What follows belongs to an exercise in optimizing a design on an open flow for small area, a short achievable clock period and few clock cycles per item; a production flow would make more cautious choices.
At most, simulation tests tie the RTL to the original design; equivalence was not proved.
Power figures rest on the tool's default switching activity, not on a simulated workload.

==> flow/design.v (excerpt) <==
module beep_filter (
  input                    clk,
  input                    rst,
  input                    start,
  input      [31:0]        sample_rate,
  input      [31:0]        cutoff,
  output     [7:0]         tan_addr,
  input      [15:0]        tan_data,
  output                   ready,
  output reg               done,
  output reg               err,
  output reg [7:0]         tidx,
  output reg [15:0]        wc,
  output reg signed [15:0] z1_re,
  output reg signed [15:0] z1_im,
  output reg signed [15:0] z2_re,
  output reg signed [15:0] z2_im,
  output reg signed [15:0] a1,
  output reg signed [15:0] a2,
  output reg signed [15:0] b0,
  output reg signed [15:0] b1,
  output reg signed [15:0] b2,
  output reg [31:0]        sum_a
);
  reg        ph_idle, ph_t0, ph_tdiv, ph_wld, ph_y1, ph_sq, ph_ld1,
             ph_z1, ph_z2, ph_pf, ph_fin;
  reg [2:0]  cnt;
  reg        cz;           
  reg        pinit;        
  reg [31:0] dvn;          
  wire [31:0] dv = ~dvn;
  reg [31:0] r0, r1;       
  reg [15:0] q0, q1;       
  reg        q8;           
  reg        clp;          
  reg [1:0]  chi;          
  reg [7:0]  tq;           
  reg [15:0] w;            
  reg [14:0] y1;
  reg        nz;
  reg [15:0] u2;           
  reg [30:0] ss, sk;       
  reg [14:0] h0, h1;       
  reg [15:0] abar;         
  reg [17:0] abar3;        
  reg [15:0] bq;           
  reg [17:0] bq3;          
  reg        sa1, sa2, sa3, sal, sb1, sb2, sb3;
  reg [33:0] pacc;         
  reg [31:0] m0s, m0c;     
  reg        dp, dm;       
  assign ready    = ph_idle;
  assign tan_addr = tq;
  wire z1_end = ph_z1 & cz;
  ...
Size: ~600 flip-flops, about 290 I/O pins, roughly 0.053 mm^2 of cells after synthesis.
==> flow/config.mk <==
export PLATFORM = sky130hd
export DESIGN_NAME = beep_filter
export DESIGN_NICKNAME = beep_filter
export VERILOG_FILES = /design/flow/design.v
export SDC_FILE = /design/flow/constraint.sdc
export NUM_CORES = 4
export LEC_CHECK = 0
export CAP_MARGIN = 20
export CORE_MARGIN = 2
export CORE_UTILIZATION = 40
export PLACE_DENSITY = 0.6
export SLEW_MARGIN = 20
==> flow/constraint.sdc <==
create_clock -name core_clock -period 15.0 [get_ports {clk}]
set_input_delay 3.0000 -clock core_clock [delete_from_list [all_inputs] [get_ports {clk}]]
set_output_delay 3.0000 -clock core_clock [all_outputs]
set_load 0.01 [all_outputs]
run.sh (not shown) runs the stock make flow with config.mk's settings and CLKGATE_MAP_FILE= SYNTH_SCRIPT=/design/flow/synth_recipe.tcl, a recipe that flattens the netlist after the stock synthesis.
Edit:
--- a/flow/design.v
+++ b/flow/design.v
@@ -1,19 +1,21 @@
 module beep_div (
   input  [31:0] r,
-  input  [31:0] dn,
+  input  [31:0] d,
   output [31:0] rn,
   output [1:0]  q
 );
   wire [34:0] x   = {1'b0, r, 2'b00};
-  wire [34:0] na  = {3'b111, dn};           
-  wire [34:0] nb  = {2'b11, dn, 1'b1};       
-  wire [34:0] t1  = x + na + 35'd1;
-  wire [34:0] t2  = x + nb + 35'd1;
+  wire [34:0] d1  = {3'b0, d};
+  wire [34:0] d2  = {2'b0, d, 1'b0};
+  wire [34:0] t1  = x - d1;
+  wire [34:0] t2  = x - d2;
   wire [34:0] xa  = {1'b0, r, 2'b10};
+  wire [34:0] na  = ~d1;
+  wire [34:0] nb  = ~d2;
   wire [34:0] cs  = xa ^ na ^ nb;
   wire [34:0] cc  = (xa & na) | (xa & nb) | (na & nb);
   wire [34:0] t3  = cs + {cc[33:0], 1'b0};
   wire        s1  = ~t1[34];
   wire        s2  = ~t2[34];
   wire        s3  = ~t3[34];
   assign q  = s3 ? 2'd3 : s2 ? 2'd2 : s1 ? 2'd1 : 2'd0;
@@ -55,16 +57,15 @@
   output reg [31:0]        sum_a
 );
   reg        ph_idle, ph_t0, ph_tdiv, ph_wld, ph_y1, ph_sq, ph_ld1,
              ph_z1, ph_z2, ph_pf, ph_fin;
   reg [2:0]  cnt;
   reg        cz;           
   reg        pinit;        
-  reg [31:0] dvn;          
-  wire [31:0] dv = ~dvn;
+  reg [31:0] dv;           
   reg [31:0] r0, r1;       
   reg [15:0] q0, q1;       
   reg        q8;           
   reg        clp;          
   reg [1:0]  chi;          
   reg [7:0]  tq;           
   reg [15:0] w;            
@@ -88,27 +89,27 @@
   wire start_ok = ph_idle & start & (sample_rate != 32'd0);
   wire [31:0] fmax   = dv >> 2;
   wire [31:0] cut    = {chi, r0[31:2]};
   wire        c_zero = (cut == 32'd0);
   wire [31:0] fdif;
   wire        fnb;                                    
   beep_add #(32) u_cmp (.a(fmax), .b(~cut), .ci(1'b1), .s(fdif), .co(fnb));
-  wire        c_eq   = (cut == fmax);
+  wire        c_eq   = (fdif == 32'd0);
   wire        c_big  = ~fnb;
   function [63:0] csa;
     input [31:0] a, b, c;
     begin
       csa[31:0]  = a ^ b ^ c;
       csa[63:32] = ((a & b) | (a & c) | (b & c)) << 1;
     end
   endfunction
   wire [31:0] r0n, r1n;
   wire [1:0]  g0, g1;
-  beep_div u_d0 (.r(r0), .dn(dvn), .rn(r0n), .q(g0));
-  beep_div u_d1 (.r(r1), .dn(dvn), .rn(r1n), .q(g1));
+  beep_div u_d0 (.r(r0), .d(dv), .rn(r0n), .q(g0));
+  beep_div u_d1 (.r(r1), .d(dv), .rn(r1n), .q(g1));
   wire [31:0] wl = {17'd0, w[14:0]};
   wire [63:0] ta = csa(wl << 14, wl << 12, wl << 11);
   wire [63:0] tb = csa(wl << 9,  wl << 7,  wl << 1);
   wire [63:0] tc = csa(ta[31:0], ta[63:32], tb[31:0]);
   wire [63:0] td = csa(tc[31:0], tc[63:32], tb[63:32]);
   wire [31:0] t;
   wire        t_co;
@@ -142,15 +143,15 @@
   wire        dc_co, nr_co;
   assign {dc_co, dc} = {1'b0, da[31:0]} + {1'b0, da[63:32]};
   wire [63:0] na_   = csa(32'h40000002, ~{1'b0, ss}, ~{1'b0, sk});
   assign {nr_co, nrc} = {1'b0, na_[31:0]} + {1'b0, na_[63:32]};
   wire [31:0] d2c, nr2c;
   wire        d2_co, n2_co;
   assign {d2_co, d2c} = {1'b0, dv} + {17'd0, cor};
-  wire [63:0] n2a   = csa({1'b1, u, 16'd0}, dvn, ~{16'd0, cor});
+  wire [63:0] n2a   = csa({1'b1, u, 16'd0}, ~dv, ~{16'd0, cor});
   assign {n2_co, nr2c} = {1'b0, n2a[31:0]} + {1'b0, n2a[63:33], 1'b1} + 33'd1;
   wire [17:0] ra    = ({18{sa1}} & {2'b0, abar})
                     | ({18{sa2}} & {1'b0, abar, 1'b0})
                     | ({18{sa3}} & abar3)
                     | ({18{sal}} & {abar[15], ~abar[15], abar[14:0], 1'b0});   
   wire [17:0] rb    = ({18{sb1}} & {2'b0, bq})
                     | ({18{sb2}} & {1'b0, bq, 1'b0})
@@ -209,19 +210,19 @@
     bq    <= {bpc, 1'b0};
     bq3   <= bq3c;
     m0s   <= mf[31:0];
     m0c   <= mf[63:32];
     dp    <= (pnext[18:17] - pacc[16:15]) == 2'd1;
     dm    <= (pnext[18:17] - pacc[16:15]) == 2'd3;
     if (ph_idle)
-      dvn <= ~sample_rate;
+      dv <= sample_rate;
     else if (ph_ld1)
-      dvn <= ~dc;
+      dv <= dc;
     else if (z1_end)
-      dvn <= ~d2c;
+      dv <= d2c;
     if (ph_idle)
       r0 <= {cutoff[29:0], 2'b00};
     else if (ph_ld1)
       r0 <= nrc;
     else if (z1_end)
       r0 <= nr2c;
     else
@@ -322,17 +323,17 @@
         tidx  <= tq;
         wc    <= w;
         z1_re <= {1'b0, h0};
         z1_im <= {1'b0, h1};
         z2_re <= {1'b0, q0[15:1]};
         z2_im <= -q1;
         a1    <= a1c;
-        a2    <= a2c;
-        b0    <= {1'b0, b1c[15:1]};
-        b1    <= b1c;
-        b2    <= {1'b0, b1c[15:1]};
-        sum_a <= {{14{suma[17]}}, suma};
+        a2    <= {2'b0, a2c[13:0]};                  
+        b0    <= {5'b0, b1c[11:1]};                  
+        b1    <= {4'b0, b1c[11:0]};
+        b2    <= {5'b0, b1c[11:1]};
+        sum_a <= {{17{suma[17]}}, suma[14:0]};       
         err   <= 1'b0;
       end
     end
   end
 endmodule
Outcome:
- final cell count increases by 2.5%
- via count increases by 5.2%
- synthesized cell count increases by 3.4%
- clock-buffer cell count increases by 5
- global-route usage increases by 2.4 points
- non-clock buffer count decreases by 12
- power increases by 4.5%
- sequential cell count decreases by 8
No run of this note included a check of the RTL's function; only the layout flow was run.

Another version of the RTL of beep_filter (not shown whole).
Size in the first run: about 6100 cells after synthesis, about 590 flip-flops, about 53000 µm² of cells after synthesis.
## beep_filter
module beep_filter (
  input                    clk,
  input                    rst,
  input                    start,
  input      [31:0]        sample_rate,
  input      [31:0]        cutoff,
  output     [7:0]         tan_addr,
  input      [15:0]        tan_data,
  output                   ready,
  output reg               done,
  output reg               err,
  output reg [7:0]         tidx,
  output reg [15:0]        wc,
  output reg signed [15:0] z1_re,
  output reg signed [15:0] z1_im,
  output reg signed [15:0] z2_re,
  output reg signed [15:0] z2_im,
  output reg signed [15:0] a1,
  output reg signed [15:0] a2,
  output reg signed [15:0] b0,
  output reg signed [15:0] b1,
  output reg signed [15:0] b2,
  output reg [31:0]        sum_a
);
  reg        ph_idle, ph_t0, ph_tdiv, ph_wld, ph_y1, ph_sq, ph_ld1,
             ph_z1, ph_z2, ph_pf, ph_fin;
  reg [2:0]  cnt;
  reg        cz;           
  reg        pinit;        
  reg [31:0] dv;           
  reg [31:0] r0, r1;       
  reg [15:0] q0, q1;       
  reg        q8;           
  reg        clp;          
  reg [1:0]  chi;          
  reg [7:0]  tq;           
  reg [15:0] w;            
  reg [14:0] y1;
  reg        nz;
  reg [15:0] u2;           
  reg [30:0] ss, sk;       
  reg [14:0] h0, h1;       
  reg [15:0] abar;         
  reg [17:0] abar3;        
  reg [15:0] bq;           
  reg [17:0] bq3;          
  reg [33:0] pacc;         
  reg [31:0] m0s, m0c;     
  reg [1:0]  s0r;          
  assign ready    = ph_idle;
  assign tan_addr = tq;
  wire z1_end = ph_z1 & cz;
  wire start_ok = ph_idle & start & (sample_rate != 32'd0);
  wire [31:0] fmax   = dv >> 2;
  wire [31:0] cut    = {chi, r0[31:2]};
  wire        c_zero = (cut == 32'd0);
  wire [31:0] fdif;
  wire        fnb;                                    
  beep_add #(32) u_cmp (.a(fmax), .b(~cut), .ci(1'b1), .s(fdif), .co(fnb));
  wire        c_eq   = (cut == fmax);
  wire        c_big  = ~fnb;
  function [63:0] csa;
    input [31:0] a, b, c;
    begin
      csa[31:0]  = a ^ b ^ c;
      csa[63:32] = ((a & b) | (a & c) | (b & c)) << 1;
    end
  endfunction
  wire [31:0] r0n, r1n;
  wire [1:0]  g0, g1;
  ...
==> flow/config.mk <==
export PLATFORM = sky130hd
export DESIGN_NAME = beep_filter
export DESIGN_NICKNAME = beep_filter
export VERILOG_FILES = /design/flow/design.v
export SDC_FILE = /design/flow/constraint.sdc
export NUM_CORES = 4
export LEC_CHECK = 0
export CAP_MARGIN = 20
export CORE_MARGIN = 2
export CORE_UTILIZATION = 40
export PLACE_DENSITY = 0.6
export SLEW_MARGIN = 20
==> flow/constraint.sdc <==
create_clock -name core_clock -period 15.0 [get_ports {clk}]
set_input_delay 3.0000 -clock core_clock [delete_from_list [all_inputs] [get_ports {clk}]]
set_output_delay 3.0000 -clock core_clock [all_outputs]
set_load 0.01 [all_outputs]
Edit:
--- a/flow/design.v
+++ b/flow/design.v
@@ -72,24 +72,26 @@
   reg [14:0] y1;
   reg        nz;
   reg [15:0] u2;           
   reg [30:0] ss, sk;       
   reg [14:0] h0, h1;       
   reg [15:0] abar;         
   reg [17:0] abar3;        
   reg [15:0] bq;           
   reg [17:0] bq3;          
+  reg        sa1, sa2, sa3, sal, sb1, sb2, sb3;
   reg [33:0] pacc;         
   reg [31:0] m0s, m0c;     
   reg [1:0]  s0r;          
   assign ready    = ph_idle;
   assign tan_addr = tq;
   wire z1_end = ph_z1 & cz;
+  wire z2_end = ph_z2 & cz;
   wire start_ok = ph_idle & start & (sample_rate != 32'd0);
   wire [31:0] fmax   = dv >> 2;
   wire [31:0] cut    = {chi, r0[31:2]};
   wire        c_zero = (cut == 32'd0);
   wire [31:0] fdif;
   wire        fnb;                                    
   beep_add #(32) u_cmp (.a(fmax), .b(~cut), .ci(1'b1), .s(fdif), .co(fnb));
   wire        c_eq   = (cut == fmax);
   wire        c_big  = ~fnb;
@@ -141,38 +143,25 @@
   wire        dc_co, nr_co;
   assign {dc_co, dc} = {1'b0, da[31:0]} + {1'b0, da[63:32]};
   wire [63:0] na_   = csa(32'h40000002, ~{1'b0, ss}, ~{1'b0, sk});
   assign {nr_co, nrc} = {1'b0, na_[31:0]} + {1'b0, na_[63:32]};
   wire [31:0] d2c, nr2c;
   wire        d2_co, n2_co;
   assign {d2_co, d2c} = {1'b0, dv} + {17'd0, cor};
   wire [63:0] n2a   = csa({1'b1, u, 16'd0}, ~dv, ~{16'd0, cor});
   assign {n2_co, nr2c} = {1'b0, n2a[31:0]} + {1'b0, n2a[63:33], 1'b1} + 33'd1;
-  wire [1:0]  e0    = q0[1:0];
-  wire [1:0]  e1    = q1[1:0];
-  reg  [17:0] ra, rb;
-  always @* begin
-    if (ph_pf)
-      ra = e0[1] ? {abar[15], ~abar[15], abar[14:0], 1'b0} : 18'd0;    
-    else
-      case (e0)
-        2'd0: ra = 18'd0;
-        2'd1: ra = {2'b0, abar};
-        2'd2: ra = {1'b0, abar, 1'b0};
-        default: ra = abar3;
-      endcase
-    case (e1)
-      2'd0: rb = 18'd0;
-      2'd1: rb = {2'b0, bq};
-      2'd2: rb = {1'b0, bq, 1'b0};
-      default: rb = bq3;
-    endcase
-  end
+  wire [17:0] ra    = ({18{sa1}} & {2'b0, abar})
+                    | ({18{sa2}} & {1'b0, abar, 1'b0})
+                    | ({18{sa3}} & abar3)
+                    | ({18{sal}} & {abar[15], ~abar[15], abar[14:0], 1'b0});   
+  wire [17:0] rb    = ({18{sb1}} & {2'b0, bq})
+                    | ({18{sb2}} & {1'b0, bq, 1'b0})
+                    | ({18{sb3}} & bq3);
   wire [33:0] pa    = {pacc[31:0], 2'b01};
   wire [33:0] pb    = ~{16'd0, ra};
   wire [33:0] pc    = {16'd0, rb};
   wire [33:0] ps    = pa ^ pb ^ pc;
   wire [33:0] pk    = (pa & pb) | (pa & pc) | (pb & pc);
   wire [33:0] pnext;
   wire        pn_co;
   assign {pn_co, pnext} = {1'b0, ps} + {1'b0, pk[32:0], 1'b0};
   wire [15:0] abarc;
@@ -243,18 +232,25 @@
     else if (ph_ld1)
       r1 <= {2'b0, y1, 15'd0};
     else if (z1_end)
       r1 <= {2'b0, u, 15'd0};
     else
       r1 <= r1n;
     if (!(ph_pf | ph_fin)) begin
       q0 <= {q0[13:0], g0};
       q1 <= {q1[13:0], g1};
+      sa1 <= (g0 == 2'd1) & ~z2_end;
+      sa2 <= (g0 == 2'd2) & ~z2_end;
+      sa3 <= (g0 == 2'd3) & ~z2_end;
+      sal <= g0[1] & z2_end;
+      sb1 <= (g1 == 2'd1);
+      sb2 <= (g1 == 2'd2);
+      sb3 <= (g1 == 2'd3);
     end
     if (ph_idle)
       chi <= cutoff[31:30];
     if (ph_t0) begin
       q8  <= (dv[1:0] == 2'b00) && (c_zero || c_big || c_eq);
       clp <= c_zero || c_big;
     end
     if (ph_wld)
       w <= tan_data;
Register-to-register slack gets better by 0.07 ns. Cell area shrinks by 0.41%. Final cell count shrinks by 1.4%. Maximum frequency grows by 1.3%. Setup slack gets better by 0.072 ns. Utilization grows by 0.27 points. Synthesized cell count shrinks by 1.3%. Area after synthesis shrinks by 0.42%. Via count shrinks by 3.3%. Clock power barely changes.
Testbench counts after the change, summed over its fixed seeds: cycles 13,832, designs 512.
The RTL of the first run of this note was laid out without a check of its function.

-- re-timing with driven ports --
The results above use ideal ports. As a check the final layouts listed here were re-extracted and re-timed, cells and wires unchanged. Step 1, drivers: a clkbuf_16 drives clk and a buf_2 each remaining input, both assumed. Step 2, shift: input delay + t, output delay - t, t = (earliest + latest rising clock arrival at the registers) / 2. This alone moves slack from input paths to output paths. Three values: ideal ports, drivers, drivers and shift; two values: the first two.
| run | shift t [ns] | setup slack, ns | hold WS [ns] | latest minus earliest clock arrival (ns) |
|---|---|---|---|---|
| the first run of note 1 | 0.754 | 8.894 / 8.894 / 8.894 | 0.407 / 0.407 / 0.407 | 0.047 / 0.047 |
| the second run of note 1 | 0.756 | 9.319 / 9.319 / 9.238 | 0.407 / 0.407 / 0.407 | 0.063 / 0.063 |
| the first run of note 2 | 0.759 | 9.258 / 9.258 / 9.258 | 0.407 / 0.407 / 0.407 | 0.050 / 0.050 |
| the second run of note 2 | 0.734 | 9.330 / 9.330 / 9.330 | 0.404 / 0.404 / 0.404 | 0.041 / 0.041 |
After both steps setup and hold are still met in every run listed. For the second run of note 1, which loses most, drivers alone change the setup slack by 0.000 ns; drivers and shift together by -0.081 ns.
